From an optimization exercise on the open Yosys and OpenROAD flow, aimed at small area, a short achievable clock period and few clock cycles; shortcuts taken in it are not production practice. Function was checked by simulation only, so behaviour that the tests miss may differ from the original.

[flow/standard.sh]
#!/bin/bash
# synth_recipe.tcl (not shown) runs the flow's synth.tcl, then flattens the netlist and writes it again
# the make line also repeats each setting of config.mk as NAME=value (left out here)
make -C /OpenROAD-flow-scripts/flow DESIGN_CONFIG=/design/flow/config.mk WORK_HOME=/design/flow/orfs CLKGATE_MAP_FILE= SYNTH_SCRIPT=/design/flow/synth_recipe.tcl "${@:-finish}"
[flow/flow/run.sh]
#!/bin/bash
# The standard layout (standard.sh: the standard synthesis, then ORFS
# floorplan to finish), with these settings changed on make's command line:
#  - BUFFER_PORTS_ARGS makes the port buffers plain buf_4 cells (the default
#    choice is a delay-type buffer);
#  - MATCH_CELL_FOOTPRINT=0 lets the resizer size cells across footprints;
#  - SETUP_SLACK_MARGIN=5.9 makes repair_timing aim for 5.9 ns of setup slack
#    at the design's 12 ns clock;
#  - POST_GLOBAL_ROUTE_TCL runs flow/post_grt.tcl at the end of global
#    routing: a repair_design pass with 25% slew and capacitance margins
#    after the timing repair, and incremental routing of what it changed.
# The clock, constraints and everything else are the standard flow's. make's
# full output goes to make_finish.log; ORFS keeps each step's log under orfs/logs.
set -euo pipefail
bash standard.sh MATCH_CELL_FOOTPRINT=0 SETUP_SLACK_MARGIN=5.9 \
    "BUFFER_PORTS_ARGS=-buffer_cell sky130_fd_sc_hd__buf_4" \
    "POST_GLOBAL_ROUTE_TCL=$PWD/flow/post_grt.tcl" finish > make_finish.log 2>&1
[flow/config.mk]
export PLATFORM = sky130hd
export DESIGN_NAME = sbcodec
export DESIGN_NICKNAME = sbcodec
export VERILOG_FILES = /design/flow/design.v
export SDC_FILE = /design/flow/constraint.sdc
export NUM_CORES = 8
export LEC_CHECK = 0
export CAP_MARGIN = 20
export CORE_MARGIN = 2
export CORE_UTILIZATION = 40
export SLEW_MARGIN = 20
[flow/design.v]
module sbcodec (
    input  wire        clk,
    input  wire        rst,
    input  wire        reg_wr,
    input  wire [3:0]  reg_addr,
    input  wire [63:0] reg_wdata,
    output reg  [63:0] reg_rdata,
    output wire        busy,
    input  wire        in_valid,
    input  wire [7:0]  in_data,
    output wire        in_ready,
    output wire        out_valid,
    output wire [7:0]  out_data,
    input  wire        out_ready
);
    localparam [3:0] C_OK = 4'd0, C_MAL = 4'd1, C_HTL = 4'd2, C_BADH = 4'd3,
                     C_UNDER = 4'd4, C_OFULL = 4'd5, C_ERANGE = 4'd6,
                     C_EXPR = 4'd8, C_ILL = 4'd9;
    reg [63:0] val_r, rval_r, mant_r;
    reg [7:0]  expo_r;
    reg [5:0]  cfg_r;
    reg [3:0]  st_code;
    reg        st_nf, st_ovl;
    reg [5:0]  st_cnt;
    reg        sk1, sk2, sk3, sk6, sk8, sk9;
    reg [255:0] inq;              
    reg [5:0]   in_cnt;
    reg [5:0]   in_rm;            
    reg [255:0] outq;             
    reg [5:0]   out_cnt;
    reg [3:0]   oh;               
    reg         busy_r;
    reg         j_encd, j_hgen, j_ins, j_hparse, j_wait, j_srst;
    reg [3:0]   op_r;         
    reg [1:0]   ws_r;
    reg [63:0]  x;            
    reg         xs;           
    reg         msgn;         
    reg         xm;           
    reg         xv;           
    reg [4:0]   zc;
    reg [8:0]   e9;           
    reg         hfirst;       
    reg [4:0]   ndig;         
    reg [5:0]   wleft;        
    reg         ainit;        
    reg [5:0]   bg_pos;       
    reg         bg_ok;        
    reg [7:0]   pb;
    reg         pbv, pfirst;
    reg [1:0]   aph;          
    reg         abad, abig;
    reg [3:0]   nleft;        
    reg         addexp;       
    reg         first;        
    reg [5:0]   icnt;         
    assign busy      = busy_r;
    assign in_ready  = !busy_r && !in_cnt[5];
    assign out_valid = !busy_r && (out_cnt != 6'd0);
    assign out_data  = outq[8*oh +: 8];
    wire [5:0] hwidth = {1'b0, cfg_r[5:1]} + 6'd1;
    wire       hmode  = cfg_r[0];
    wire       idle   = !busy_r;
    wire [15:0] cw    = reg_wdata[15:0];
    wire [3:0]  cw_op = cw[3:0];
    wire [1:0]  ws    = cw[5:4];
    wire        cmd_w = idle && reg_wr && (reg_addr == 4'd0);
    wire        lg6   = (cw[15:6] == 10'd0);
    wire        cmd   = cmd_w && lg6;
    wire        ws0   = (ws == 2'd0);
    wire c_encu = (cw_op == 4'h1);
    wire c_decu = (cw_op == 4'h2);
    wire c_encs = (cw_op == 4'h3);
    wire c_decs = (cw_op == 4'h4);
    wire c_encd = (cw_op == 4'h7) && ws0;
    wire c_decd = (cw_op == 4'h8) && ws0;
    wire c_hdre = (cw_op == 4'h9) && ws0;
    wire c_hdrd = (cw_op == 4'hA) && ws0;
    wire c_srst = (cw_op == 4'hF) && ws0;
    wire c_ill  = !(c_encu | c_decu | c_encs | c_decs | c_encd | c_decd | c_hdre | c_hdrd | c_srst);
    wire c_dec  = c_decu | c_decs | c_decd | c_hdrd;
    wire cw_dec = (cw_op == 4'h2) | (cw_op == 4'h4) | (cw_op == 4'h8) | (cw_op == 4'hA);
    function [4:0] oh5;
        input [3:0] n;
        reg [79:0] t;
        begin
            t = 80'hc104106082083041041;
            oh5 = t[5*n +: 5];
        end
    endfunction
    function [4:0] add5;
        input [4:0] a, b;
        integer k;
        begin
            for (k = 0; k < 5; k = k + 1)
                add5[k] = (a[0] & b[k % 5]) | (a[1] & b[(k + 4) % 5]) | (a[2] & b[(k + 3) % 5]) |
                          (a[3] & b[(k + 2) % 5]) | (a[4] & b[(k + 1) % 5]);
        end
    endfunction
    function [3:0] qn;   
        input [4:0] r;
        input [3:0] n;
        reg [63:0] t0, t1, t2, t3, t4;
        begin
            t0 = 64'h3222221111100000; t1 = 64'h6655555444443333; t2 = 64'h9998888877777666;
            t3 = 64'hccccbbbbbaaaaa99; t4 = 64'hfffffeeeeedddddc;
            qn = ({4{r[0]}} & t0[4*n +: 4]) | ({4{r[1]}} & t1[4*n +: 4]) | ({4{r[2]}} & t2[4*n +: 4]) |
                 ({4{r[3]}} & t3[4*n +: 4]) | ({4{r[4]}} & t4[4*n +: 4]);
        end
    endfunction
    wire [63:0] dy = {1'b0, x[63:1]};
    wire [4:0]  ps [0:4][0:15];
    wire [4:0]  S5 [0:15];        
    genvar gi, gk;
    generate
        for (gi = 0; gi < 16; gi = gi + 1) begin : g_ps0
            assign ps[0][gi] = oh5(dy[4*gi +: 4]);
        end
        for (gk = 0; gk < 4; gk = gk + 1) begin : g_psk
            for (gi = 0; gi < 16; gi = gi + 1) begin : g_psi
                if (((gi >> gk) & 1) == 0)
                    assign ps[gk+1][gi] = add5(ps[gk][gi], ps[gk][((gi >> gk) | 1) << gk]);
                else
                    assign ps[gk+1][gi] = ps[gk][gi];
            end
        end
        for (gi = 0; gi < 16; gi = gi + 1) begin : g_s5
            assign S5[gi] = ps[4][gi];
        end
    endgenerate
    wire [63:0] dq;
    generate
        for (gi = 0; gi < 16; gi = gi + 1) begin : g_q
            if (gi == 15) assign dq[63:60] = qn(5'b00001, dy[63:60]);
            else          assign dq[4*gi +: 4] = qn(S5[gi+1], dy[4*gi +: 4]);
        end
    endgenerate
    wire [4:0] r5oh   = S5[0];
    wire [3:0] dr     = {r5oh[4], r5oh[3] | r5oh[2], r5oh[3] | r5oh[1], x[0]};    
    wire       x_lt10 = (x[63:4] == 60'd0) && (x[3:0] <= 4'd9);               
    wire       encd_div = msgn ? (r5oh[4] & x[0]) : (r5oh[0] & !x[0] & (x != 64'd0));
    wire [63:0] vx = val_r ^ {64{val_r[63]}};
    reg  [9:0]  fu, fsg, fx;         
    integer k;
    always @(*) begin
        for (k = 1; k < 10; k = k + 1) begin
            fu[k-1]  = (val_r >> (7 * k)) == 64'd0;          
            fsg[k-1] = (vx >> (7 * k - 1)) == 64'd0;         
            fx[k-1]  = (x >> (7 * k - 1)) == 64'd0;          
        end
        fu[9] = 1'b1; fsg[9] = 1'b1; fx[9] = 1'b1;
    end
    wire [9:0] nu_oh = fu  & ~{fu[8:0],  1'b0};
    wire [9:0] ns_oh = fsg & ~{fsg[8:0], 1'b0};
    wire [9:0] nx_oh = fx  & ~{fx[8:0],  1'b0};
    wire       sgn_c = (cw_op[1] & !cw_op[3]);             
    wire [9:0] nc_oh = sgn_c ? ns_oh : nu_oh;               
    wire [9:0] n_oh  = busy_r ? nx_oh : nc_oh;
    function [3:0] ohbin;    
        input [9:0] oh;
        integer t;
        begin
            ohbin = 4'd0;
            for (t = 0; t < 10; t = t + 1) if (oh[t]) ohbin = ohbin | (t + 1);
        end
    endfunction
    wire [63:0] m_enc  = x ^ {64{msgn}};
    wire        e_sgn  = busy_r ? msgn : (sgn_c & val_r[63]);
    wire        oh0    = (oh == 4'd0);           
    wire [3:0]  oh_c   = 4'd11 - ohbin(nc_oh);
    wire [3:0]  oh_x   = 4'd10 - ohbin(nx_oh);
    wire [69:0] e_ext  = {{6{e_sgn}}, busy_r ? m_enc : val_r};
    integer j;
    reg  [87:0] wslot;
    always @(*) begin
        for (j = 0; j < 11; j = j + 1) begin
            if (j == 0) wslot[7:0] = 8'h00;
            else        wslot[8*j +: 8] = {j == 10, e_ext[7*(10-j) +: 7]};
            if (j < 10 && busy_r && nx_oh[9-j]) wslot[8*j +: 8] = {1'b0, e9[6:0]};
        end
    end
    wire [3:0] badu = {1'b0, val_r[63:32] != 32'd0, val_r[63:16] != 48'd0, val_r[63:8] != 56'd0};
    wire [3:0] bads = {1'b0,
                       !((val_r[63:31] == 33'd0) || (val_r[63:31] == {33{1'b1}})),
                       !((val_r[63:15] == 49'd0) || (val_r[63:15] == {49{1'b1}})),
                       !((val_r[63:7]  == 57'd0) || (val_r[63:7]  == {57{1'b1}}))};
    reg [10:0] fr;
    always @(*) for (k = 0; k <= 10; k = k + 1) fr[k] = (out_cnt == 6'd32 - k);
    wire ofull_u = fr[0] | ((fr[10:1] & ~fu)  != 10'd0);
    wire ofull_s = fr[0] | ((fr[10:1] & ~fsg) != 10'd0);
    wire ofull_x = fr[0] | fr[1] | ((fr[10:2] & ~fx[8:0]) != 9'd0);     
    wire oe      = (out_cnt == 6'd0);
    wire [5:0] ncnt_c = {2'd0, ohbin(nc_oh)};
    wire [5:0] ncnt_x = {2'd0, ohbin(nx_oh)} + 6'd1;
    wire [7:0] win [0:10];
    generate
        for (gi = 0; gi < 11; gi = gi + 1) begin : g_win
            assign win[gi] = inq[8*gi +: 8];
        end
    endgenerate
    reg  [10:0] stp, fs;
    reg  [76:0] G;
    reg  [69:0] V, tm0, tm1;
    reg  [3:0]  p;
    reg         anys;
    integer i;
    always @(*) begin
        for (i = 0; i < 11; i = i + 1) begin
            stp[i] = win[i][7] && (i < in_cnt);
            G[7*(10-i) +: 7] = win[i][6:0];
        end
        anys = 1'b0;
        for (i = 0; i < 11; i = i + 1) begin
            fs[i] = stp[i] && !anys;
            anys  = anys | stp[i];
        end
        V = 70'd0;
        p = 4'd0;
        for (i = 0; i < 11; i = i + 1) begin
            if (fs[i]) begin
                V = V | (G >> (7 * (10 - i)));
                p = p | i[3:0];
            end
        end
        for (i = 0; i < 70; i = i + 1) begin
            tm0[i] = 1'b0;
            tm1[i] = 1'b0;
            for (j = 0; j < 11; j = j + 1) begin
                if (i < 7 * (j + 1)) tm0[i] = tm0[i] | fs[j];
                if (i < 7 * j)       tm1[i] = tm1[i] | fs[j];
            end
        end
    end
    wire d_decu = busy_r ? (op_r == 4'h2) : c_decu;
    wire d_decs = busy_r ? (op_r == 4'h4) : c_decs;
    wire d_decd = busy_r ? (op_r == 4'h8) : c_decd;
    wire d_hdrd = busy_r ? (op_r == 4'hA) : c_hdrd;
    wire [1:0] d_ws = busy_r ? ws_r : ws;
    wire d_int  = d_decu | d_decs;
    wire [3:0] d_w  = d_int ? (4'd1 << d_ws) : 4'b1000;       
    wire        d_sgn  = d_decs | d_decd;
    wire        sgnbit = d_decd ? win[1][6] : (d_decs & win[0][6]);
    wire [69:0] tm     = d_decd ? tm1 : tm0;
    wire [69:0] S      = (V & tm) | ({70{sgnbit}} & ~tm);
    wire [63:0] dval   = ({64{d_w[0]}} & {{56{d_sgn & S[7]}},  S[7:0]})  |
                         ({64{d_w[1]}} & {{48{d_sgn & S[15]}}, S[15:0]}) |
                         ({64{d_w[2]}} & {{32{d_sgn & S[31]}}, S[31:0]}) |
                         ({64{d_w[3]}} & S[63:0]);
    wire [69:0] Su     = V & tm0;
    wire [69:0] Ss     = Su | ({70{win[0][6]}} & ~tm0);
    wire [69:0] Sd     = (V & tm1) | ({70{win[1][6]}} & ~tm1);
    wire [3:0]  ovl_u  = {Su[69:64] != 6'd0, Su[69:32] != 38'd0, Su[69:16] != 54'd0, Su[69:8] != 62'd0};
    wire [3:0]  ovl_s  = {!((Ss[69:63] == 7'd0)  || (Ss[69:63] == {7{1'b1}})),
                          !((Ss[69:31] == 39'd0) || (Ss[69:31] == {39{1'b1}})),
                          !((Ss[69:15] == 55'd0) || (Ss[69:15] == {55{1'b1}})),
                          !((Ss[69:7]  == 63'd0) || (Ss[69:7]  == {63{1'b1}}))};
    wire        ovl_d  = !((Sd[69:63] == 7'd0)  || (Sd[69:63] == {7{1'b1}}));
    wire        dovl   = d_decd ? ovl_d : (((d_decs ? ovl_s : ovl_u) & d_w) != 4'd0);
    wire [3:0] fnd_w  = {fs[9:0] != 10'd0, fs[4:0] != 5'd0, fs[2:0] != 3'd0, fs[1:0] != 2'd0};
    wire       fnd_d  = (fs[10:1] != 10'd0);
    wire [3:0] ge_w   = {in_cnt >= 6'd10, in_cnt >= 6'd5, in_cnt >= 6'd3, in_cnt >= 6'd2};
    wire       ge_d   = (in_cnt >= 6'd11);
    wire       b0ff   = (win[0] == 8'hFF);
    wire       b07    = win[0][7];
    wire [7:0]  ab      = busy_r ? win[0] : pb;
    wire        a_isdig = (ab[7:4] == 4'h3) && (ab[3:0] <= 4'd9);
    wire        a_issp  = (ab == 8'h20);
    wire        a_ispad = (ab == 8'h00) || a_issp;
    wire        in_e    = (in_cnt == 6'd0);
    wire        a_init  = busy_r ? ainit : pfirst;  
    wire [1:0]  aph_i   = a_init ? 2'd0 : aph;
    wire        abad_i  = !a_init & abad;
    wire        abig_i  = !a_init & abig;
    wire [66:0] a_m5    = {3'b000, x} + {1'b0, x, ab[3] ? 2'b11 : ab[2:1]} + {66'd0, ab[3]};
    wire [67:0] a_mul   = {a_m5, ab[0]};
    localparam [63:0] A_K = 64'd1844674407370955161;      
    wire        a_xeqk  = (x == A_K);
    wire        a_ovf   = (x > A_K) || (a_xeqk && ab[3:0] >= 4'd6);
    reg  [1:0]  aph_n;
    reg         abad_n, abig_n;
    reg  [63:0] acc_n;
    always @(*) begin
        aph_n = aph_i; abad_n = abad_i; abig_n = abig_i; acc_n = x;
        case (aph_i)
            2'd0: begin
                if (a_isdig) begin aph_n = 2'd1; acc_n = {60'd0, ab[3:0]}; end
                else if (!a_issp) abad_n = 1'b1;
            end
            2'd1: begin
                if (a_isdig) begin acc_n = a_mul[63:0]; if (a_ovf) abig_n = 1'b1; end
                else if (a_ispad) aph_n = 2'd2;
                else abad_n = 1'b1;
            end
            default: if (!a_ispad) abad_n = 1'b1;
        endcase
    end
    wire a_okr  = !abad && !abig && (aph != 2'd0) && (x != {64{1'b1}});    
    wire a_ones_n = (aph_i == 2'd1 && a_isdig) ? (a_xeqk && ab[3:0] == 4'd5) :
                    (aph_i == 2'd0 && a_isdig) ? 1'b0 : (x == {64{1'b1}});
    wire a_ok_n = !abad_n && !abig_n && (aph_n != 2'd0) && !a_ones_n;
    wire a_okf  = bg_step ? a_ok_n : a_okr;      
    wire a_lt_w = (in_cnt < hwidth);
    wire bg_hit  = bg_ok & (bg_n == hwidth);
    wire [5:0] bg_n = bg_pos + {5'd0, pbv};                      
    wire bg_push = !busy_r & in_valid & !in_cnt[5] & (in_e | (bg_ok & (bg_n == in_cnt) & (bg_n < hwidth)));
    wire bg_step = !busy_r & pbv;                                
    wire e9_bad = ($signed(e9) < -9'sd64) || ($signed(e9) > 9'sd63);
    wire [8:0] ez  = {expo_r[7], expo_r} + {4'd0, zc};      
    wire [8:0] ez1 = ez + 9'd1;
    wire [7:0] ib = j_hgen ? {4'h3, dr} :
                    (nleft == 4'd0) ? {1'b0, e9[6:0]} : {first, x[6:0]};
    wire e_encd   = busy_r & j_encd;
    wire e_hgen   = busy_r & j_hgen;
    wire e_ins    = busy_r & j_ins;
    wire e_hparse = busy_r & j_hparse;
    wire e_wait   = busy_r & j_wait;
    wire e_srst   = busy_r & j_srst;
    wire rm0      = (in_rm == 6'd0);
    wire zero     = rst | e_srst;                   
    wire [3:0] ws_oh = 4'd1 << ws;
    wire enc_c    = cmd & (c_encu | c_encs | (c_hdre & !hmode));
    wire enc_bad  = (c_encu & ((badu & ws_oh) != 4'd0)) | (c_encs & ((bads & ws_oh) != 4'd0));
    wire enc_full = sgn_c ? ofull_s : ofull_u;
    wire enc_go   = enc_c & !enc_bad & !enc_full;
    wire a_fast   = enc_go & oe;
    wire a_slow   = enc_go & !oe;
    wire c_wait   = !rm0;
    wire dg_c     = cmd & c_dec & rm0;
    wire dg_w     = e_wait & rm0;
    wire        oc_int  = (cw_op == 4'h2) | (cw_op == 4'h4);
    wire        oc_decd = (cw_op == 4'h8) & (ws == 2'd0);
    wire        oc_hdrd = (cw_op == 4'hA) & (ws == 2'd0);
    wire [3:0]  oc_w    = oc_int ? (4'd1 << ws) : 4'b1000;
    wire        oc_fnd  = oc_decd ? fnd_d : ((fnd_w & oc_w) != 4'd0);
    wire        oc_mal0 = oc_decd ? (!fnd_d & ge_d) : (((~fnd_w & ge_w) & oc_w) != 4'd0);
    wire        oc_asc  = oc_hdrd & hmode;
    wire        oc_var  = oc_int | (oc_hdrd & !hmode) | (oc_decd & !in_e & !b07);
    wire        oc_one  = oc_decd & !in_e & b07;
    wire        oc_ok   = oc_var & oc_fnd;
    wire        oc_mal  = oc_var & !oc_fnd & oc_mal0;
    wire        oc_und  = (oc_decd & in_e) | (oc_var & !oc_fnd & !oc_mal0) | (oc_asc & a_lt_w);
    wire        oc_af   = oc_asc & !a_lt_w & bg_hit;
    wire        oc_as   = oc_asc & !a_lt_w & !bg_hit;
    wire        oc_vupd = ((oc_int | (oc_hdrd & !hmode)) & oc_ok) | (oc_af & a_okf);
    wire        oc_mupd = oc_decd & ((oc_one & !b0ff) | oc_ok);
    wire        ow_int  = (op_r == 4'h2) | (op_r == 4'h4);
    wire        ow_decd = (op_r == 4'h8) & (ws_r == 2'd0);
    wire        ow_hdrd = (op_r == 4'hA) & (ws_r == 2'd0);
    wire [3:0]  ow_w    = ow_int ? (4'd1 << ws_r) : 4'b1000;
    wire        ow_fnd  = ow_decd ? fnd_d : ((fnd_w & ow_w) != 4'd0);
    wire        ow_mal0 = ow_decd ? (!fnd_d & ge_d) : (((~fnd_w & ge_w) & ow_w) != 4'd0);
    wire        ow_asc  = ow_hdrd & hmode;
    wire        ow_var  = ow_int | (ow_hdrd & !hmode) | (ow_decd & !in_e & !b07);
    wire        ow_one  = ow_decd & !in_e & b07;
    wire        ow_ok   = ow_var & ow_fnd;
    wire        ow_mal  = ow_var & !ow_fnd & ow_mal0;
    wire        ow_und  = (ow_decd & in_e) | (ow_var & !ow_fnd & !ow_mal0) | (ow_asc & a_lt_w);
    wire        ow_af   = ow_asc & !a_lt_w & bg_hit;
    wire        ow_as   = ow_asc & !a_lt_w & !bg_hit;
    wire        ow_vupd = ((ow_int | (ow_hdrd & !hmode)) & ow_ok) | (ow_af & a_okf);
    wire        ow_mupd = ow_decd & ((ow_one & !b0ff) | ow_ok);
    wire d_one    = (dg_c & oc_one) | (dg_w & ow_one);        
    wire d_ok     = (dg_c & oc_ok)  | (dg_w & ow_ok);
    wire d_mal    = (dg_c & oc_mal) | (dg_w & ow_mal);
    wire d_under  = (dg_c & oc_und) | (dg_w & ow_und);
    wire d_afast  = (dg_c & oc_af)  | (dg_w & ow_af);         
    wire d_aslow  = (dg_c & oc_as)  | (dg_w & ow_as);         
    wire d_vupd   = (dg_c & oc_vupd) | (dg_w & ow_vupd);
    wire d_mupd   = (dg_c & oc_mupd) | (dg_w & ow_mupd);
    wire b_emit   = e_encd & !encd_div;
    wire b_expr   = b_emit & e9_bad;
    wire b_full   = b_emit & !e9_bad & ofull_x;
    wire b_ok     = b_emit & !e9_bad & !ofull_x;
    wire b_fast   = b_ok & oe;
    wire i_last   = e_ins & oh0 & (((nleft == 4'd1) & !addexp) | (nleft == 4'd0));
    wire h_last   = e_hgen & oh0 & x_lt10;
    wire h_erange = h_last & ({1'b0, ndig} + 6'd1 > hwidth);
    wire h_full   = h_last & !h_erange & ((7'd32 - {1'b0, out_cnt}) < {1'b0, hwidth});
    wire h_ok     = h_last & !h_erange & !h_full;
    wire hc       = cmd & c_hdre & hmode & xv & (oe | oh0);
    wire hc_last  = hc & x_lt10;
    wire hc_full  = hc_last & ((7'd32 - {1'b0, out_cnt}) < {1'b0, hwidth});
    wire hc_ok    = hc_last & !hc_full;
    wire p_step   = e_hparse & (wleft != 6'd0);                           
    wire p_last   = e_hparse & (wleft == 6'd0);                           
    wire go_busy  = a_slow | (cmd & c_srst) | (cmd & c_hdre & hmode & !hc_last) | (cmd & c_encd) | (cmd & c_dec & c_wait) |
                    (dg_c & oc_as);
    wire t_ill    = cmd_w & !(lg6 & !c_ill);
    wire f_cmd    = (cmd & !go_busy) | t_ill;
    wire f_busy   = e_srst | b_expr | b_full | b_fast | i_last | h_last | p_last |
                    (e_wait & rm0 & !ow_as);
    wire f_en     = f_cmd | f_busy;
    wire t_er   = (enc_c & enc_bad) | h_erange;
    wire t_of   = (enc_c & !enc_bad & enc_full) | b_full | h_full | hc_full;
    wire t_un   = d_under;
    wire t_mal  = d_mal & !d_hdrd;
    wire t_htl  = d_mal & d_hdrd;
    wire t_afin = p_last | d_afast;
    wire t_badh = (p_last & !a_okr) | (d_afast & !a_okf);
    wire [3:0] f_code = ({4{t_ill}} & C_ILL) | ({4{t_er}} & C_ERANGE) | ({4{t_of}} & C_OFULL) |
                        ({4{b_expr}} & C_EXPR) | ({4{t_un}} & C_UNDER) | ({4{t_mal}} & C_MAL) |
                        ({4{t_htl}} & C_HTL) | ({4{t_badh}} & C_BADH);
    wire [5:0] mlen   = d_decd ? 6'd11 : ({6{d_w[0]}} & 6'd2) | ({6{d_w[1]}} & 6'd3) |
                                         ({6{d_w[2]}} & 6'd5) | ({6{d_w[3]}} & 6'd10);
    wire [5:0] f_cnt  = ({6{a_fast}} & ncnt_c) | ({6{b_fast}} & ncnt_x) | ({6{i_last}} & icnt) |
                        ({6{h_ok | hc_ok | t_afin}} & hwidth) | ({6{d_one}} & 6'd1) |
                        ({6{d_ok}} & ({2'd0, p} + 6'd1)) | ({6{d_mal}} & mlen);
    wire f_nf  = d_one & b0ff;
    wire f_ovl = d_ok & dovl;
    wire [5:0]  rn_f  = {2'd0, p} + 6'd1;                   
    wire [5:0]  cn_f  = in_cnt - rn_f;
    wire [5:0]  rm_f  = (cn_f == 6'd0) ? 6'd0 : rn_f;
    wire [5:0]  cn_1  = in_cnt - 6'd1;                      
    wire [5:0]  rm_1  = (cn_1 == 6'd0) ? 6'd0 : 6'd1;
    reg  [5:0]  cn_m, rm_m;                                 
    always @(*) begin
        case (1'b1)
            d_decd:   begin cn_m = in_cnt - 6'd11; rm_m = 6'd11; end
            d_w[0]:   begin cn_m = in_cnt - 6'd2;  rm_m = 6'd2;  end
            d_w[1]:   begin cn_m = in_cnt - 6'd3;  rm_m = 6'd3;  end
            d_w[2]:   begin cn_m = in_cnt - 6'd5;  rm_m = 6'd5;  end
            default:  begin cn_m = in_cnt - 6'd10; rm_m = 6'd10; end
        endcase
        if (cn_m == 6'd0) rm_m = 6'd0;
    end
    wire d_rem = d_ok | d_one | d_mal;
    wire [5:0] icn = ({6{d_ok}} & cn_f) | ({6{d_one}} & cn_1) | ({6{d_mal}} & cn_m);
    wire [5:0] irm = ({6{d_ok}} & rm_f) | ({6{d_one}} & rm_1) | ({6{d_mal}} & rm_m);
    integer qi;
    wire wr_i   = idle & reg_wr;
    wire wsel   = idle & reg_addr[2];              
    wire val_en = rst | (wr_i & (reg_addr == 4'd4)) | e_srst |
                  d_vupd | (a_okr & p_last);
    wire a_sel  = busy_r ? (j_wait & hmode & op_r[3]) : (hmode & cw_op[3]);    
    wire mx_en  = rst | e_srst | d_mupd | b_ok;
    wire m_en   = mx_en | (wr_i & (reg_addr == 4'd6));
    wire x_en   = mx_en | (wr_i & (reg_addr == 4'd7));
    always @(posedge clk) begin
        if (val_en) val_r <= zero ? 64'd0 : wsel ? reg_wdata : e_hparse ? x : a_sel ? (bg_step ? acc_n : x) : dval;
        if (rst | (wr_i & (reg_addr == 4'd5)) | e_srst)
            rval_r <= zero ? 64'd0 : reg_wdata;
        if (m_en) mant_r <= zero ? 64'd0 : wsel ? reg_wdata : e_encd ? m_enc : b07 ? 64'd0 : dval;
        if (x_en) expo_r <= zero ? 8'd0 : wsel ? reg_wdata[7:0] : e_encd ? e9[7:0] : {win[0][6], win[0][6:0]};
        if (rst | (wr_i & (reg_addr == 4'd3)) | e_srst)
            cfg_r <= zero ? 6'h12 : reg_wdata[5:0];
        if (rst | f_en) begin
            st_code <= rst ? C_OK : f_code;
            st_cnt  <= rst ? 6'd0 : f_cnt;
            st_nf   <= !rst & f_nf;
            st_ovl  <= !rst & f_ovl;
        end
        if (zero) begin
            {sk1, sk2, sk3, sk6, sk8, sk9} <= 6'd0;
        end else begin
            if (wr_i && reg_addr == 4'd2) begin
                if (reg_wdata[1]) sk1 <= 1'b0;
                if (reg_wdata[2]) sk2 <= 1'b0;
                if (reg_wdata[3]) sk3 <= 1'b0;
                if (reg_wdata[6]) sk6 <= 1'b0;
                if (reg_wdata[8]) sk8 <= 1'b0;
                if (reg_wdata[9]) sk9 <= 1'b0;
            end
            if (t_mal)  sk1 <= 1'b1;
            if (t_htl)  sk2 <= 1'b1;
            if (t_badh) sk3 <= 1'b1;
            if (t_er)   sk6 <= 1'b1;
            if (b_expr) sk8 <= 1'b1;
            if (t_ill)  sk9 <= 1'b1;
        end
        busy_r <= !rst & ((busy_r & !f_busy) | (cmd & go_busy));
    end
    wire o_pop = idle & out_ready & !oe;
    wire o_wr  = oe & (idle | e_encd);             
    wire o_ins = (e_ins | e_hgen) & oh0;
    wire o_rea = !oe & !oh0 & ((idle & !out_ready) | e_ins | e_hgen);
    wire o_shd = o_pop | o_rea;                    
    always @(posedge clk) begin
        for (qi = 0; qi < 32; qi = qi + 1) begin
            if (hc) begin
                if (qi > out_cnt)       outq[8*qi +: 8] <= 8'h00;
                else if (qi == out_cnt) outq[8*qi +: 8] <= {4'h3, dr};
            end else if (o_wr && qi < 11) begin
                outq[8*qi +: 8] <= wslot[8*qi +: 8];
            end else if (o_ins) begin
                if (qi > out_cnt)       outq[8*qi +: 8] <= (e_hgen & hfirst) ? 8'h00 : outq[8*qi-8 +: 8];
                else if (qi == out_cnt) outq[8*qi +: 8] <= ib;
            end else if (o_shd) begin
                outq[8*qi +: 8] <= (qi == 31) ? 8'h00 : outq[8*qi+8 +: 8];
            end
        end
        if (zero)                  out_cnt <= 6'd0;
        else if (a_fast)           out_cnt <= ncnt_c;         
        else if (b_fast)           out_cnt <= ncnt_x;
        else if (i_last)           out_cnt <= out_cnt + icnt;
        else if (h_ok | hc_ok)     out_cnt <= out_cnt + hwidth;
        else if (o_pop)            out_cnt <= out_cnt - 6'd1;
        if (zero)                  oh <= 4'd0;
        else if (a_fast)           oh <= oh_c;
        else if (b_fast)           oh <= oh_x;
        else if (oe & idle)        oh <= 4'd0;
        else if (o_rea)            oh <= oh - 4'd1;
    end
    wire       i_push = idle & in_valid & !in_cnt[5];
    wire [5:0] i_pos  = in_e ? 6'd0 : in_rm + in_cnt - {5'd0, !rm0};
    wire       i_shift = !rm0 | p_step;
    always @(posedge clk) begin
        for (qi = 0; qi < 32; qi = qi + 1) begin
            if (i_push && i_pos == qi) inq[8*qi +: 8] <= in_data;
            else if (i_shift)          inq[8*qi +: 8] <= (qi == 31) ? 8'h00 : inq[8*qi+8 +: 8];
        end
        if (zero) begin
            in_rm  <= 6'd0;
            in_cnt <= 6'd0;
        end else if (d_rem) begin                  
            in_rm  <= irm;
            in_cnt <= icn;
        end else if (d_afast) begin                
            in_rm  <= (in_cnt == hwidth) ? 6'd0 : hwidth;
            in_cnt <= in_cnt - hwidth;
        end else begin
            in_rm  <= (in_e | (p_step & (in_cnt == 6'd1))) ? 6'd0 : in_rm - {5'd0, !rm0};
            in_cnt <= in_cnt + {5'd0, i_push} - {5'd0, p_step};
        end
    end
    wire        wr46   = wr_i & !reg_addr[3] & reg_addr[2] & !reg_addr[0];    
    wire [63:0] x_wr   = reg_addr[1] ? (reg_wdata ^ {64{reg_wdata[63]}}) : reg_wdata;
    wire        cx_a   = (cw_op == 4'hA);
    wire        cx_d   = (cw_op[2:0] == 3'b111);
    wire        cx_h   = (cw_op == 4'h9) & hmode & xv & (oe | oh0);      
    wire [63:0] x_cmd  = cx_a ? acc_n : cx_d ? (xm ? dq : (mant_r ^ {64{mant_r[63]}})) : cx_h ? dq : val_r;
    wire        x_cen  = cx_a ? bg_step : cx_d ? (!xm | encd_div) : 1'b1;
    wire [63:0] x_idle = wr46 ? x_wr : cmd ? x_cmd : bg_step ? acc_n : dq;
    wire        x_ien  = wr46 | (cmd ? x_cen : (bg_step | (xm & encd_div)));
    wire [63:0] x_busy = j_encd ? (encd_div ? dq : m_enc) : j_ins ? {{7{xs}}, x[63:7]} :
                         j_hgen ? dq : acc_n;
    wire        x_ben  = j_encd | (j_ins & (nleft != 4'd0) & oh0) | (j_hgen & oh0) | (j_hparse & (wleft != 6'd0));
    always @(posedge clk) if (busy_r ? x_ben : x_ien) x <= busy_r ? x_busy : x_idle;
    always @(posedge clk) begin
        if (idle) begin
            if (cmd) begin
                if (cw_op[2:0] == 3'b111) begin                  
                    if (xm) begin
                        e9 <= encd_div ? ez1 : ez;
                    end else begin
                        msgn <= mant_r[63];
                        e9 <= {expo_r[7], expo_r};
                    end
                end
                xm <= 1'b0;
                xv <= 1'b0;
            end else if (wr_i && reg_addr == 4'd6) begin
                msgn <= reg_wdata[63];
                zc <= 5'd0;
                xm <= 1'b1;
                xv <= 1'b0;
            end else if (wr_i && reg_addr == 4'd4) begin
                xm <= 1'b0;
                xv <= 1'b1;
            end else if (bg_step) begin
                xm <= 1'b0;
                xv <= 1'b0;
            end else if (xm & encd_div) begin
                zc <= zc + 5'd1;
            end
            xs      <= sgn_c & val_r[63];
            hfirst  <= !hc;
            ndig    <= {4'd0, hc};
            nleft   <= ohbin(nc_oh);
            addexp  <= 1'b0;
            first   <= 1'b1;
            icnt    <= ncnt_c;
            op_r    <= cw_op;
            ws_r    <= ws;
            j_encd  <= (cw_op == 4'h7);
            j_hgen  <= (cw_op == 4'h9) & hmode;
            j_ins   <= !cw_op[2] & cw_op[0] & !(cw_op[3] & hmode);    
            j_wait  <= !rm0 & cw_dec;
            j_hparse <= (cw_op == 4'hA) & rm0;
            j_srst  <= (cw_op == 4'hF);
        end else begin
            if (j_encd) begin
                if (encd_div) begin
                    e9 <= e9 + 9'd1;
                end else begin
                    xs <= msgn;
                    nleft <= ohbin(nx_oh); addexp <= 1'b1; icnt <= ncnt_x;
                    j_encd <= 1'b0; j_ins <= 1'b1;
                end
            end
            if (j_ins & oh0) begin
                if (nleft != 4'd0) begin
                    nleft <= nleft - 4'd1;
                end
                first <= 1'b0;
            end
            if (j_hgen & oh0) begin
                ndig <= ndig + 5'd1;
                hfirst <= 1'b0;
            end
            if (j_wait & rm0) begin
                j_wait <= 1'b0; j_hparse <= 1'b1;
            end
        end
        if (!(busy_r & j_hparse)) wleft <= hwidth;
        else                      wleft <= wleft - 6'd1;
        if (bg_step | p_step) begin
            aph <= aph_n; abad <= abad_n; abig <= abig_n;
        end
        if (bg_push) begin
            pb <= in_data; pfirst <= in_e;
        end
        pbv <= bg_push & !(wr_i && (reg_addr == 4'd3 || reg_addr == 4'd4 || reg_addr == 4'd6));
        ainit <= !busy_r | j_wait;
        if (bg_push & in_e)  bg_pos <= 6'd0;
        else if (bg_step)    bg_pos <= bg_pos + 6'd1;
        if (busy_r)                              bg_ok <= bg_ok & j_wait & !rm0;
        else if (cmd)                            bg_ok <= bg_ok & (cw_op == 4'hA) & !rm0;
        else if (wr_i && (reg_addr == 4'd3 || reg_addr == 4'd4 || reg_addr == 4'd6)) bg_ok <= 1'b0;
        else if (bg_push & in_e)                 bg_ok <= 1'b1;
        if (rst) begin
            xm <= 1'b0; xv <= 1'b0; bg_ok <= 1'b0; pbv <= 1'b0;
        end
    end
    wire        rd_hi = !reg_addr[3] & reg_addr[2];
    wire [63:0] rd_m4 = reg_addr[1] ? (reg_addr[0] ? {{56{expo_r[7]}}, expo_r} : mant_r)
                                    : (reg_addr[0] ? rval_r : val_r);
    reg  [15:0] rd_lo;
    always @(*) begin
        case (reg_addr)
            4'd1: rd_lo = {2'b00, st_cnt, 2'b00, st_ovl, st_nf, st_code};
            4'd2: rd_lo = {6'd0, sk9, sk8, 1'b0, sk6, 1'b0, 1'b0, sk3, sk2, sk1, 1'b0};
            4'd3: rd_lo = {10'd0, cfg_r};
            4'd8: rd_lo = {10'd0, in_cnt};
            4'd9: rd_lo = {10'd0, out_cnt};
            default: rd_lo = 16'd0;
        endcase
        reg_rdata = ({64{rd_hi}} & rd_m4) | {48'd0, rd_lo};
    end
endmodule
[flow/flow/post_grt.tcl]
# Hook run by ORFS at the end of global routing (POST_GLOBAL_ROUTE_TCL), after
# its own repair_design and repair_timing: repair_timing's moves can leave
# nets near their slew and capacitance limits, which the extracted parasitics
# of the final layout then exceed. Repair them again with a margin, then
# route the changed nets incrementally, as ORFS does after its repairs.
puts "post global route: repair_design with margins"
log_cmd repair_design -slew_margin 25 -cap_margin 25 -verbose
log_cmd global_route -start_incremental
log_cmd detailed_placement
log_cmd global_route -end_incremental \
  -congestion_report_file $::env(REPORTS_DIR)/congestion_post_hook.rpt
log_cmd estimate_parasitics -global_routing
[flow/constraint.sdc]
create_clock -name core_clock -period 12.0 [get_ports {clk}]
set_input_delay 2.4000 -clock core_clock [delete_from_list [all_inputs] [get_ports {clk}]]
set_output_delay 2.4000 -clock core_clock [all_outputs]
set_load 0.01 [all_outputs]
==> results of run 1 <==
[state kept, by name, indices dropped and copies added (netlist names), 8 cells and up]
name    cells
val_r      64
rval_r     64
mant_r     64
outq      256
x          64
e9          9
inq       256
pb          8
expo_r      8
[synthesized netlist by cell type (all sizes together), types with 158 or more instances]
cell	n	area (um^2)
nand2	955	3600
ha	160	2000
nand3	386	1940
o22ai	161	1010
inv	179	672
nor2	943	3550
nor2b	158	988
clkbuf	769	2890
o21ai	913	4580
buf	254	1250
xor2	204	1870
a211oi	223	1700
edfxtp	838	25200
mux2	277	3120
o221ai	167	1470
a22oi	254	1930
a31oi	209	1310
o211ai	218	1650
a222oi	160	1600
xnor2	173	1550
a21oi	764	3850
[kinds of logic (layout without fill, tap and decap cells)]
family,Yosys count,after routing,share of synthesized area [%]
AO/OA/AOI/OAI,3860,3860,31.3
other,1,22,0.00451
buffers and inverters,1213,1043,5.83
adder cells (fa/ha/maj),178,178,2.73
flip-flops,898,898,31.7
XOR/XNOR,377,377,4.11
AND/OR/NAND/NOR,3221,3231,18.2
multiplexers,417,417,6.20
[worst register-to-register path, delay by kind of cell (launching register included)]
kind            cells  cell delay (ns)
compound gates      7             3.02
buf+inv             3             1.29
simple gates        4             0.73
flops               1             0.58
mux                 1             0.17
[final timing paths]
check	start	to	slack, ns	cells past startpoint
max	reg_wdata[14]	x[57]	5.41	12
min	addexp	addexp	0.45	2
max reg2reg	x[2]	val_r[37]	5.74	15
min reg2reg	addexp	addexp	0.45	2
[layer usage]
metal	GRT usage, %	share of wire, %
met1	51.2	37
met2	56.4	40
met3	16.4	15
met4	24.5	7.7
met5	0	0.19
[area by class of cell]
class | instances | area (um^2)
fill | 20272 | 113000
clock inverter | 74 | 858
timing repair buffer | 647 | 5850
clock buffer | 132 | 2870
multi-input combinational | 8064 | 54300
tap | 2788 | 3490
inverter | 190 | 773
sequential | 898 | 26400
antenna | 21 | 52.6
[per-stage QoR]
stage	std cells	area (um^2)	utilization (%)
4_1_cts	12702	92500	44.7
6_report	12814	94600	45.7
3_3_place_gp	12373	86400	41.7
2_1_floorplan	10165	83300	-
3_5_place_dp	12375	86400	41.7
[layout by cell type (no fill, tap or decap), drive strengths merged, types with 42 or more instances in the layout]
cell,netlist,final
a211oi,223,223
a21o,99,99
a21oi,764,764
a221o,59,59
a221oi,150,150
a222oi,160,160
a22o,42,42
a22oi,254,254
a31oi,209,209
a32oi,48,48
and2,122,122
and3,55,55
buf,254,623
clkbuf,769,156
clkinv,11,65
dfxtp,60,60
edfxtp,838,838
ha,160,160
inv,179,169
mux2,277,277
mux2i,89,89
mux4,51,51
nand2,955,960
nand2b,99,102
nand3,386,387
nand4,84,85
nor2,943,943
nor2b,158,158
nor3,153,153
nor4,48,48
o211ai,218,218
o21a,47,47
o21ai,913,913
o221ai,167,167
o22ai,161,161
xnor2,173,173
xor2,204,204
==> key figures, run 1 <==
STA
  • Final Hold Viols: 0
  • Slew margin rel.: 6.62%
  • Final worst slack: 5.41 ns
  • Fin Setup TNS: 0 ns
  • Hold Slack: 0.451 ns
  • Worst-Margin Slew: 1.39 ns
  • Tcrit/Tclk final: 54.9%
  • Fmax: 152 MHz
  • Minimum clock period after layout: 6.59 ns
  • Clock skew: 0.0874 ns
  • Final Setup Violations: 0
  • Max-slew violation count: 0

Die
  • Core area: 207,000 um^2
  • Die H: 460 um
  • Die span in x: 460 um
  • # rows: 167
  • Boundary Pins: 156
  • Initial Utilization: 40.2%
  • Die area: 212,000 um^2

Critical path
  • Startpoint types: input port
  • Worst Path Arrival: 7.15 ns
  • Largest delay contributor family on the critical path: compound AO/OA/AOI/OAI gates
  • Critical Path End Type: register
  • CP Cell Sequence: buf_4 -> nor2_1 -> nand3_1 -> or2_2 -> buf_4 -> nor2_1 -> nand2_1 -> o21ai_0 -> a21oi_1 -> o21ai_0 -> a221oi_1 -> o221ai_1
  • CP Class: in -> reg
  • Req. time, crit path: 12.56 ns
  • Critical Path Max Stage Delay: 1.18 ns
  • Bufs and invs on worst path: 2
  • CP Max Fanout: 28
  • Crit-path slowest cell: o21ai_0

Yosys
  • Synthesized cell area: 83,200 um^2
  • Post-Syn Instances: 10,165
  • Ys Warns: 24
  • Ys async rst share: 0%
  • Number of library cell types mapped by synthesis: 124
  • Yosys reg bits: 898
  • Post-synth EDFFs: 838
  • Syn Nets: 10,415
  • Synth Flop Type: edfxtp_1
  • Register area share after synthesis: 31.7%
  • Synth Area per Inst: 8.19 um^2

Clocking
  • Hold buffers post-CTS: 0
  • Root buffer cell: clkbuf_16
  • Clk buf depth: 3
  • Clock Pin Slew Worst Setup and Hold Paths: 0.07 ns
  • H-tree depth: 3
  • Total CTS buffers: 109
  • CTS sink count: 898
  • CTS tree: yes
  • Clk latency of the worst-skew pair: 0.82 ns
  • Post-CTS setup buffer count: 94
  • Post-CTS sizing: 244

Drt
  • Total Wirelength: 449,000 um
  • 1st-iter DRT viols: 18,793
  • Drt wl/cell: 35.0 um
  • Drt pass-1 iters: 14
  • Routed vias: 93,493
  • Routed Antenna Nets: 0
  • Via density: 7.30
  • DRC: 0

Global route
  • Largest net degree at the start of global routing: 98
  • GRT Util Overall: 40.2%
  • Initial antenna violation count: 56
  • Vias in the first global route: 84,195
  • First-pass GRT wire length: 627,000 um
  • Total gr overflow: 0

Worst hold path
  • Hold WC Path Type: reg -> reg

Final layout
  • Share of cells above drive strength 1: 16.4%
  • Area grow syn2layout: 13.6%
  • Fin nets: 10,160

Run
  • Number of max-cap violations: 0

Place
  • Dpl ws: 3.54 ns
  • PortBufs: 155
  • Post-DP HPWL: 299,000 um
  • Routability-driven placement congestion ratio: 1.10

Status
  • Status: no timing/DRC/antenna violations
Testbench counts, summed over its fixed seeds: cycles 28,537.
==> inputs of run 2 (changes only) <==
--- a/flow/design.v
+++ b/flow/design.v
@@ -530,6 +530,6 @@
     wire [63:0] x_cmd  = cx_a ? acc_n : cx_d ? (xm ? dq : (mant_r ^ {64{mant_r[63]}})) : cx_h ? dq : val_r;
     wire        x_cen  = cx_a ? bg_step : cx_d ? (!xm | encd_div) : 1'b1;
-    wire [63:0] x_idle = wr46 ? x_wr : cmd ? x_cmd : bg_step ? acc_n : dq;
-    wire        x_ien  = wr46 | (cmd ? x_cen : (bg_step | (xm & encd_div)));
+    wire [63:0] x_idle = wr46 ? x_wr : cmd_w ? x_cmd : bg_step ? acc_n : dq;
+    wire        x_ien  = wr46 | (cmd_w ? (lg6 & x_cen) : (bg_step | (xm & encd_div)));
     wire [63:0] x_busy = j_encd ? (encd_div ? dq : m_enc) : j_ins ? {{7{xs}}, x[63:7]} :
                          j_hgen ? dq : acc_n;
@@ -538,5 +538,5 @@
     always @(posedge clk) begin
         if (idle) begin
-            if (cmd) begin
+            if (cmd_w) begin
                 if (cw_op[2:0] == 3'b111) begin                  
                     if (xm) begin
@@ -615,5 +615,5 @@
         else if (bg_step)    bg_pos <= bg_pos + 6'd1;
         if (busy_r)                              bg_ok <= bg_ok & j_wait & !rm0;
-        else if (cmd)                            bg_ok <= bg_ok & (cw_op == 4'hA) & !rm0;
+        else if (cmd_w)                          bg_ok <= bg_ok & (cw_op == 4'hA) & !rm0 & lg6;
         else if (wr_i && (reg_addr == 4'd3 || reg_addr == 4'd4 || reg_addr == 4'd6)) bg_ok <= 1'b0;
         else if (bg_push & in_e)                 bg_ok <= 1'b1;
==> run 2 against run 1 <==
Against the previous run: critical path depth shrank 7; wire length is 2.0% higher; die area decreased by 1.2%; register-to-register slack improved by 0.11 ns; first-iteration DRC count decreased by 1.6%; critical path type is now in -> out; setup slack improved by 0.23 ns; via count about the same; flip-flop and latch count stayed put; highest routed layer unchanged.
==> key figures, run 2 <==
Status
  • Status: no timing/DRC/antenna violations

Final layout
  • Fillers: 19,743 (-2.6%)
  • Share of cells above drive strength 1: 18.6% (+2.2 points)
  • Most common cell after layout, fill and taps aside: nor2_1
  • Most frequent cells in the layout: nor2_1, nand2_1, edfxtp_1, o21ai_0, a21oi_1
  • Largest registers: inq x256, outq x256
  • Fin nets: 10,072 (-0.87%)
  • Area grow syn2layout: 16.0%

Critical path
  • Setup slack, reg-to-reg: 5.85 ns (+0.11 ns)
  • Worst Path Arrival: 3.96 ns (-3.19 ns)
  • CP Class: in -> out
  • Startpoint types: input port
  • Reg2Reg Depth: 26 (+11)
  • CP Max Fanout: 5 (-82%)
  • Reg2Reg Launch Point: x[47]
  • Critical Path End Type: output port
  • Reg-to-reg endpoint: x[57]
  • Req. time, crit path: 9.60 ns (-2.96 ns)

Yosys
  • Yosys reg bits: 898 (unchanged)
  • Area contributors post-synth: edfxtp_1, o21ai_0, nor2_1
  • Synthesized cell area: 82,200 um^2 (-1.2%)
  • Post-Syn Instances: 9,872 (-2.9%)
  • Largest area contributor in the netlist: edfxtp_1
  • Ys async rst share: 0% (unchanged)
  • Synth Flop Type: edfxtp_1
  • Syn Nets: 10,122 (-2.8%)
  • Most common cell in the netlist: nor2_1
  • Synth Area per Inst: 8.33 um^2 (+1.7%)
  • Post-synth top area share: 30.6% (+0.37 points)
  • Ys Warns: 24 (unchanged)
  • Post-synth EDFFs: 838 (unchanged)
  • Number of library cell types mapped by synthesis: 134 (+8.1%)
  • Register area share after synthesis: 32.1% (+0.39 points)
  • Synth top cells by count: nor2_1, nand2_1, o21ai_0, edfxtp_1, clkbuf_1

Clocking
  • Clock Pin Slew Worst Setup and Hold Paths: 0.06 ns (about the same)
  • Post-CTS sizing: 300 (+23%)
  • Post-CTS setup buffer count: 148 (+57%)
  • H-tree depth: 3 (unchanged)
  • Clk latency of the worst-skew pair: 0.85 ns (+0.03 ns)
  • Clk buf depth: 3 (unchanged)
  • CTS sink count: 898 (unchanged)
  • Total CTS buffers: 111 (+1.8%)
  • Root buffer cell: clkbuf_16
  • CTS tree: yes
  • Hold buffers post-CTS: 0 (unchanged)

Global route
  • GRT Util Overall: 41.0% (+0.76 points)
  • Largest net degree at the start of global routing: 90 (-8.2%)
  • Total gr overflow: 0 (unchanged)
  • Vias in the first global route: 83,089 (-1.3%)
  • Initial antenna violation count: 56 (unchanged)
  • First-pass GRT wire length: 630,000 um (+0.50%)

STA
  • Final Hold Viols: 0 (unchanged)
  • Max-slew violation count: 0 (unchanged)
  • Tcrit/Tclk final: 53.0% (-1.9 points)
  • Final Setup Violations: 0 (unchanged)
  • Hold Slack: 0.467 ns (+0.0160 ns)
  • Slew margin rel.: 12.8% (+6.2 points)
  • Worst-Margin Slew: 1.27 ns (-0.114 ns)
  • Final worst slack: 5.64 ns (+0.226 ns)
  • Clock skew: 0.0743 ns (-0.0131 ns)
  • Fmax: 157 MHz (+3.5%)
  • Minimum clock period after layout: 6.36 ns (-0.226 ns)

Drt
  • Total Wirelength: 458,000 um (+2.0%)
  • 1st-iter DRT viols: 18,494 (-1.6%)
  • Routed vias: 93,410 (-0.089%)
  • Drt pass-1 iters: 15 (+1)
  • Drt wl/cell: 36.2 um (+3.4%)
  • Via density: 7.39 (+1.3%)
  • Routed Antenna Nets: 0 (unchanged)
  • DRC: 0 (unchanged)

Die
  • Die span in x: 457 um (-0.61%)
  • Boundary Pins: 156 (unchanged)
  • Initial Utilization: 40.2% (about the same)
  • Core area: 204,000 um^2 (-1.3%)
  • # rows: 166 (-0.60%)
  • Die H: 457 um (-0.61%)
  • Die area: 209,000 um^2 (-1.2%)

Run
  • Number of max-cap violations: 0 (unchanged)

Worst hold path
  • Hold Crit Start: sk9
  • Hold Path Cell Cnt: 2 (unchanged)
  • Hold WC Path Type: reg -> reg
  • WHS Endpoint: sk9

Place
  • Dpl ws: 2.37 ns (-1.18 ns)
  • Post-DP HPWL: 303,000 um (+1.3%)
  • Routability-driven placement congestion ratio: 1.10 (about the same)
  • PortBufs: 155 (unchanged)
[run 2: cell type report]
class / count / area, um^2 / area share, %
antenna: 35 / 87.6 / 0.0918
clock buffer: 132 / 2870 / 3.00
clock inverter: 74 / 778 / 0.816
inverter: 189 / 767 / 0.804
multi-input combinational: 7823 / 53600 / 56.2
sequential: 898 / 26400 / 27.7
tap: 2688 / 3360 / 3.53
timing repair buffer: 799 / 7520 / 7.88
[run 2: worst max-delay path by stage]
stage / cells after the start / from / slack, ns / endpoint
after floorplan: 6 / reg_addr[3] / 5.90 / reg_rdata[1]
after global placement: 18 / x[62] / -0.04 / x[15]
after detailed placement: 18 / x[62] / 2.37 / x[15]
after CTS: 7 / reg_addr[1] / 5.66 / reg_rdata[1]
final: 5 / reg_addr[1] / 5.64 / reg_rdata[13]
[run 2: per-layer routing]
layer | routed length (um) | global-route usage (%) | part of all wire (%)
met1 | 168000 | 51.8 | 37
met2 | 181000 | 56.8 | 39
met3 | 68400 | 16.2 | 15
met4 | 40100 | 27.9 | 8.8
met5 | 799 | 1.84 | 0.17
[run 2: worst max-delay path: stages]
cell and delay, ns:
buf_16 0.14, buf_4 0.22, mux4_2 0.68, a22o_1 0.31
buf_4 0.17
[run 2: kinds of logic after synthesis]
logic type	Yosys count	share of synthesized area, %
buffers and inverters	1159	5.95
adder cells (fa/ha/maj)	174	2.71
flip-flops	898	32.1
AND/OR/NAND/NOR	3080	17.6
multiplexers	425	6.37
XOR/XNOR	366	3.95
other	1	0.00456
AO/OA/AOI/OAI	3769	31.3
[run 2: stage by stage]
| stage | util [%] | area (um^2) | setup TNS, ns | cells |
|---|---|---|---|---|
| finish | 46.7 | 95400 | 0 | 12638 |
| CTS | 45.1 | 92200 | 0 | 12424 |
| detailed placement | 41.9 | 85600 | 0 | 12048 |
| global placement | 41.8 | 85500 | -1.34 | 12041 |
| floorplan | - | 82500 | 0 | 9872 |
Testbench counts of run 2, summed over its fixed seeds: cycles 28,537.
==> inputs of run 3 (changes only) <==
--- a/flow/config.mk
+++ b/flow/config.mk
@@ -8,4 +8,4 @@
 export CAP_MARGIN = 20
 export CORE_MARGIN = 2
-export CORE_UTILIZATION = 40
+export CORE_UTILIZATION = 50
 export SLEW_MARGIN = 20
==> run 3 against run 2 <==
Against the previous run: still clean; sequential share of layout area shrank 0.48 points; cell count down 3.4%; critical path depth is 21 higher; clock skew down 0.014 ns; die area fell by 20%; critical endpoint is now st_code[2]; highest routed layer unchanged.
==> key figures, run 3 <==
Critical path
  • CP Class: reg -> reg
  • CP Max Fanout: 38 (+33)
  • Crit path launch: x[61]
  • Critical Path Max Stage Delay: 0.46 ns (-0.22 ns)
  • Startpoint types: register
  • Req. time, crit path: 12.63 ns (+3.03 ns)
  • Crit-path slowest cell: edfxtp_1
  • Worst Path Arrival: 7.00 ns (+3.04 ns)
  • Critical Path End Type: register
  • Reg2Reg Launch Point: x[61]

Final layout
  • Most common cell after layout, fill and taps aside: nor2_1
  • Fillers: 14,479 (-27%)
  • Largest registers: inq x256, outq x256
  • Most frequent cells in the layout: nor2_1, nand2_1, edfxtp_1, o21ai_0, buf_4
  • Multi-input gate area: 54,700 um^2 (+2.0%)
  • Share of cells above drive strength 1: 20.9% (+2.3 points)
  • Fin nets: 10,164 (+0.91%)
  • Seq. cell area: 26,400 um^2 (unchanged)
  • Area grow syn2layout: 18.1%

Place
  • Post-DP HPWL: 293,000 um (-3.2%)
  • Routability-driven placement congestion ratio: 1.09 (-0.46%)
  • PortBufs: 155 (unchanged)
  • Dpl ws: 2.68 ns (+0.309 ns)

Drt
  • Routed Antenna Nets: 0 (unchanged)
  • Drt pass-1 iters: 23 (+8)
  • Routed vias: 95,345 (+2.1%)
  • 1st-iter DRT viols: 21,147 (+14%)
  • Via density: 7.81 (+5.7%)
  • DRC: 0 (unchanged)
  • Drt wl/cell: 37.1 um (+2.3%)
  • Total Wirelength: 453,000 um (-1.2%)

Die
  • # rows: 148 (-11%)
  • Die area: 168,000 um^2 (-20%)
  • Boundary Pins: 156 (unchanged)
  • Die H: 410 um (-10%)
  • Die span in x: 410 um (-10%)
  • Initial Utilization: 50.5% (+10 points)
  • Core area: 163,000 um^2 (-20%)

Clocking
  • CTS sink count: 898 (unchanged)
  • Root buffer cell: clkbuf_16
  • H-tree depth: 3 (unchanged)
  • Hold buffers post-CTS: 0 (unchanged)
  • Clock Pin Slew Worst Setup and Hold Paths: 0.07 ns (about the same)
  • Clk latency of the worst-skew pair: 0.83 ns (-0.02 ns)
  • Total CTS buffers: 107 (-3.6%)
  • CTS tree: yes
  • Post-CTS sizing: 380 (+27%)
  • Clk buf depth: 3 (unchanged)
  • Post-CTS setup buffer count: 189 (+28%)

Yosys
  • Synth Area per Inst: 8.33 um^2 (unchanged)
  • Syn Nets: 10,122 (unchanged)
  • Synth Area in Adders: 2.71% (unchanged)
  • Ys async rst share: 0% (unchanged)
  • Register area share after synthesis: 32.1% (unchanged)
  • Post-synth EDFFs: 838 (unchanged)
  • Area contributors post-synth: edfxtp_1, o21ai_0, nor2_1
  • Number of library cell types mapped by synthesis: 134 (unchanged)
  • Synth Flop Type: edfxtp_1
  • Post-synth top area share: 30.6% (unchanged)
  • Synthesized cell area: 82,200 um^2 (unchanged)
  • Synth top cells by count: nor2_1, nand2_1, o21ai_0, edfxtp_1, clkbuf_1
  • Xor and xnor area share after synthesis: 3.95% (unchanged)
  • Main combinational cell family by area after synthesis: compound AO/OA/AOI/OAI gates
  • Compound-Gate Fraction of Synth Area: 31.3% (unchanged)
  • Most common cell in the netlist: nor2_1
  • Yosys reg bits: 898 (unchanged)
  • Synth Area in Simple Gates: 17.6% (unchanged)
  • Post-Syn Instances: 9,872 (unchanged)
  • Largest area contributor in the netlist: edfxtp_1
  • Ys Warns: 24 (unchanged)
  • Mux cell area share after synthesis: 6.37% (unchanged)

Global route
  • GRT Util Overall: 50.3% (+9.3 points)
  • Total gr overflow: 0 (unchanged)
  • Vias in the first global route: 84,214 (+1.4%)
  • Initial antenna violation count: 57 (+1.8%)
  • First-pass GRT wire length: 621,000 um (-1.3%)
  • Largest net degree at the start of global routing: 93 (+3.3%)

STA
  • Fin Setup TNS: 0 ns (unchanged)
  • Minimum clock period after layout: 6.37 ns (+0.00977 ns)
  • Clock skew: 0.0600 ns (-0.0144 ns)
  • Final Hold Viols: 0 (unchanged)
  • Final Setup Violations: 0 (unchanged)
  • Worst-Margin Slew: 1.37 ns (+0.0990 ns)
  • Slew margin rel.: 7.63% (-5.1 points)
  • Final worst slack: 5.63 ns (-0.00977 ns)
  • Tcrit/Tclk final: 53.1% (+0.081 points)
  • Fmax: 157 MHz (-0.15%)
  • Max-slew violation count: 0 (unchanged)

Worst hold path
  • Hold Crit Start: sk9
  • Hold WC Path Type: reg -> reg

Status
  • Status: no timing/DRC/antenna violations

Run
  • Number of max-cap violations: 0 (unchanged)
-- run 3: through the flow --
stage	cell area (um^2)	hold WS (ns)	std cells	util, %
floorplan	82500	0.423	9872	-
global placement	84800	0.454	11529	52.1
detailed placement	84900	0.452	11532	52.1
CTS	92300	0.460	11953	56.7
finish	97100	0.462	12206	59.6
-- run 3: critical path, delay by kind of cell (launching register included) --
| family | cells | cell delay (ns) |
|---|---|---|
| flip-flops | 1 | 0.46 |
| AND/OR/NAND/NOR | 12 | 2.91 |
| AO/OA/AOI/OAI | 3 | 0.63 |
| buffers and inverters | 11 | 2.10 |
-- run 3: path summary, 6_finish.rpt --
path / end / slack, ns / cells past startpoint
setup / recovery: st_code[2] / 5.63 / 26
hold / removal: sk9 / 0.46 / 2
setup reg to reg: st_code[2] / 5.63 / 26
hold reg to reg: sk9 / 0.46 / 2
-- run 3: area by class of cell --
type | count | area share, %
clock inverter | 70 | 0.885
antenna | 23 | 0.0593
inverter | 189 | 0.774
sequential | 898 | 27.2
tap | 2175 | 2.80
clock buffer | 133 | 2.88
timing repair buffer | 895 | 9.06
multi-input combinational | 7823 | 56.4
-- run 3: logic make-up (layout without fill, tap and decap cells) --
logic type / count (synthesis) / in the layout
compound gates: 3769 / 3773
other cells: 1 / 24
flops: 898 / 898
mux: 425 / 425
simple gates: 3080 / 3084
buf+inv: 1159 / 1287
xor+xnor: 366 / 366
fa+ha+maj: 174 / 174
-- run 3: layer usage --
| metal | share of wire (%) | global-route usage, % | vias up |
|---|---|---|---|
| met4 | 9.3 | 34.4 | 79 |
| li1 | - | - | 38373 |
| met5 | 0.27 | 1.49 | - |
| met2 | 39 | 69.4 | 8847 |
| met1 | 35 | 61.7 | 45495 |
| met3 | 16 | 23.4 | 2551 |
==> inputs of run 4 (changes only) <==
--- a/flow/flow/run.sh
+++ b/flow/flow/run.sh
@@ -5,5 +5,5 @@
 #    choice is a delay-type buffer);
 #  - MATCH_CELL_FOOTPRINT=0 lets the resizer size cells across footprints;
-#  - SETUP_SLACK_MARGIN=5.9 makes repair_timing aim for 5.9 ns of setup slack
+#  - SETUP_SLACK_MARGIN=5.6 makes repair_timing aim for 5.6 ns of setup slack
 #    at the design's 12 ns clock;
 #  - POST_GLOBAL_ROUTE_TCL runs flow/post_grt.tcl at the end of global
@@ -13,5 +13,5 @@
 # full output goes to make_finish.log; ORFS keeps each step's log under orfs/logs.
 set -euo pipefail
-bash standard.sh MATCH_CELL_FOOTPRINT=0 SETUP_SLACK_MARGIN=5.9 \
+bash standard.sh MATCH_CELL_FOOTPRINT=0 SETUP_SLACK_MARGIN=5.6 \
     "BUFFER_PORTS_ARGS=-buffer_cell sky130_fd_sc_hd__buf_4" \
     "POST_GLOBAL_ROUTE_TCL=$PWD/flow/post_grt.tcl" finish > make_finish.log 2>&1
--- a/flow/config.mk
+++ b/flow/config.mk
@@ -8,4 +8,4 @@
 export CAP_MARGIN = 20
 export CORE_MARGIN = 2
-export CORE_UTILIZATION = 50
+export CORE_UTILIZATION = 40
 export SLEW_MARGIN = 20
==> run 4 against run 3 <==
Against the previous run: critical endpoint is now st_cnt[1]; via count shrank 3.9%; sequential share of layout area rose by 1.4 points; still clean on timing, DRC and antenna; flip-flop and latch count unchanged; die area increased by 25%; clock-buffer cell count fell by 4; register-to-register slack got worse by 0.22 ns; clock skew up 0.030 ns; fmax fell by 3.3%; synthesized cell count unchanged.
==> key figures, run 4 <==
Drt
  • Drt pass-1 iters: 20 (-13%)
  • DRC: 0 (unchanged)
  • Total Wirelength: 449,000 um (-0.81%)
  • Via density: 7.36 (-5.7%)
  • Routed Antenna Nets: 0 (unchanged)
  • Routed vias: 91,636 (-3.9%)
  • Drt wl/cell: 36.1 um (-2.7%)

Yosys
  • Synth top cells by count: nor2_1, nand2_1, o21ai_0, edfxtp_1, clkbuf_1
  • Compound-Gate Fraction of Synth Area: 31.3% (unchanged)
  • Post-synth top area share: 30.6% (unchanged)
  • Post-Syn Instances: 9,872 (unchanged)
  • Synth Area in Adders: 2.71% (unchanged)
  • Xor and xnor area share after synthesis: 3.95% (unchanged)
  • Syn Nets: 10,122 (unchanged)
  • Register area share after synthesis: 32.1% (unchanged)
  • Ys Warns: 24 (unchanged)
  • Area contributors post-synth: edfxtp_1, o21ai_0, nor2_1
  • Yosys reg bits: 898 (unchanged)
  • Most common cell in the netlist: nor2_1
  • Synth Area per Inst: 8.33 um^2 (unchanged)
  • Ys async rst share: 0% (unchanged)
  • Synth Flop Type: edfxtp_1
  • Mux cell area share after synthesis: 6.37% (unchanged)
  • Synth Area in Simple Gates: 17.6% (unchanged)

Die
  • Die span in x: 457 um (+12%)
  • Initial Utilization: 40.2% (-10 points)
  • Boundary Pins: 156 (unchanged)
  • # rows: 166 (+12%)
  • Die H: 457 um (+12%)

Final layout
  • Most common cell after layout, fill and taps aside: nor2_1
  • Area grow syn2layout: 12.3%
  • Post-layout util: 45.2% (-14 points)
  • Fillers: 20,055 (+39%)
  • Fin nets: 9,894 (-2.7%)
  • Finished Layout Cells: 12,446 (+2.0%)
  • Share of cells above drive strength 1: 15.6% (-5.3 points)

Critical path
  • CP Class: reg -> reg
  • CP Max Fanout: 17 (-55%)
  • Bufs and invs on worst path: 1 (-10)
  • Critical Path Max Stage Delay: 0.69 ns (+0.23 ns)
  • Crit path launch: x[41]
  • Critical Path End Type: register
  • Largest delay contributor family on the critical path: simple AND/OR/NAND/NOR gates
  • Startpoint types: register
  • Reg2Reg Launch Point: x[41]
  • Req. time, crit path: 12.52 ns (-0.11 ns)

Global route
  • Largest net degree at the start of global routing: 152 (+63%)
  • Vias in the first global route: 82,264 (-2.3%)
  • First-pass GRT wire length: 626,000 um (+0.78%)
  • Initial antenna violation count: 50 (-12%)
  • Total gr overflow: 0 (unchanged)

Clocking
  • Total CTS buffers: 110 (+2.8%)
  • H-tree depth: 3 (unchanged)
  • Clk latency of the worst-skew pair: 0.85 ns (+0.02 ns)
  • Post-CTS sizing: 172 (-55%)
  • CTS sink count: 898 (unchanged)
  • Post-CTS setup buffer count: 73 (-61%)

Place
  • Routability-driven placement congestion ratio: 1.11 (+1.6%)
  • Placed Instances: 12,051 (+4.5%)
  • Post-DP HPWL: 307,000 um (+4.6%)

STA
  • Final Hold Viols: 0 (unchanged)
  • Final Setup Violations: 0 (unchanged)
  • Fmax: 152 MHz (-3.3%)
  • Max-slew violation count: 0 (unchanged)
  • Worst-Margin Slew: 1.31 ns (-0.0593 ns)
  • Hold Slack: 0.468 ns (+0.00598 ns)

Run
  • Number of max-cap violations: 0 (unchanged)

Status
  • Status: no timing/DRC/antenna violations

Worst hold path
  • Hold Crit Start: first
## run 4: cell counts after synthesis
Identical to the previous run, type by type.
## run 4: cells by family after synthesis
kind of cell	count (synthesis)
flip-flops	898
adder cells (fa/ha/maj)	174
XOR/XNOR	366
AO/OA/AOI/OAI	3769
multiplexers	425
other	1
AND/OR/NAND/NOR	3080
buffers and inverters	1159
## run 4: layout make-up
type	count	area [um^2]	share of cell area, %
Clock buffer	129	2820	3.06
Tap cell	2688	3360	3.64
Sequential cell	898	26400	28.6
Timing Repair Buffer	628	5610	6.08
Clock inverter	77	903	0.978
Multi-Input combinational cell	7817	52400	56.8
Antenna cell	20	50.0	0.0542
Inverter	189	744	0.806
## run 4: tightest hold or removal path, stage by stage (launching register included)
cell,delay [ns]
dfxtp_1,0.33
nand2_1,0.06
nand2_1,0.04
## run 4: worst paths after layout
kind                             endpoint  slack (ns)  cells past startpoint
worst max-delay path            st_cnt[1]        5.41                     13
worst min-delay path                first        0.47                      2
worst max register to register  st_cnt[1]        5.41                     13
worst min register to register      first        0.47                      2
## run 4: routing by layer
layer,GRT usage (%),vias to the layer above,share of wire [%]
met5,1.29,-,0.12
li1,-,37812,-
met3,15.1,1804,15
met2,56.9,7538,40
met1,52.3,44442,37
met4,26.6,40,8.4
## run 4: stage by stage
step	setup WS (ns)	area, um^2
6_report	5.41	92300
4_1_cts	5.54	90800
3_5_place_dp	3.54	85400
3_3_place_gp	4.04	85300
2_1_floorplan	5.57	82300

==> separate check: timing with driven ports <==
How much do the figures lean on ideal ports? The routed layouts below were timed once more, with nothing changed but the port constraints. Step 1 sets driving cells, clkbuf_16 on the clock port and buf_2 on the other inputs (assumed; they add their load-dependent delay and slew). Step 2, shift: input delay + t, output delay - t, t = (earliest + latest rising clock arrival at the registers) / 2. This alone moves slack from input paths to output paths. a / b / c = ideal / step 1 / step 2; a / b = the first two.
| run | t, ns | setup WS [ns] | pins driven straight from the clock port |
|---|---|---|---|
| run 1 | 0.871 | 5.411 / 5.379 / 4.508 | 1 |
| run 2 | 0.904 | 5.637 / 5.148 / 5.025 | 1 |
| run 3 | 0.890 | 5.627 / 5.167 / 4.808 | 1 |
| run 4 | 0.896 | 5.408 / 5.028 / 4.776 | 1 |
After both steps every run listed still meets setup and hold. The setup slack of run 1, which loses most, moves by -0.032 ns with the drivers and by -0.903 ns with both steps.
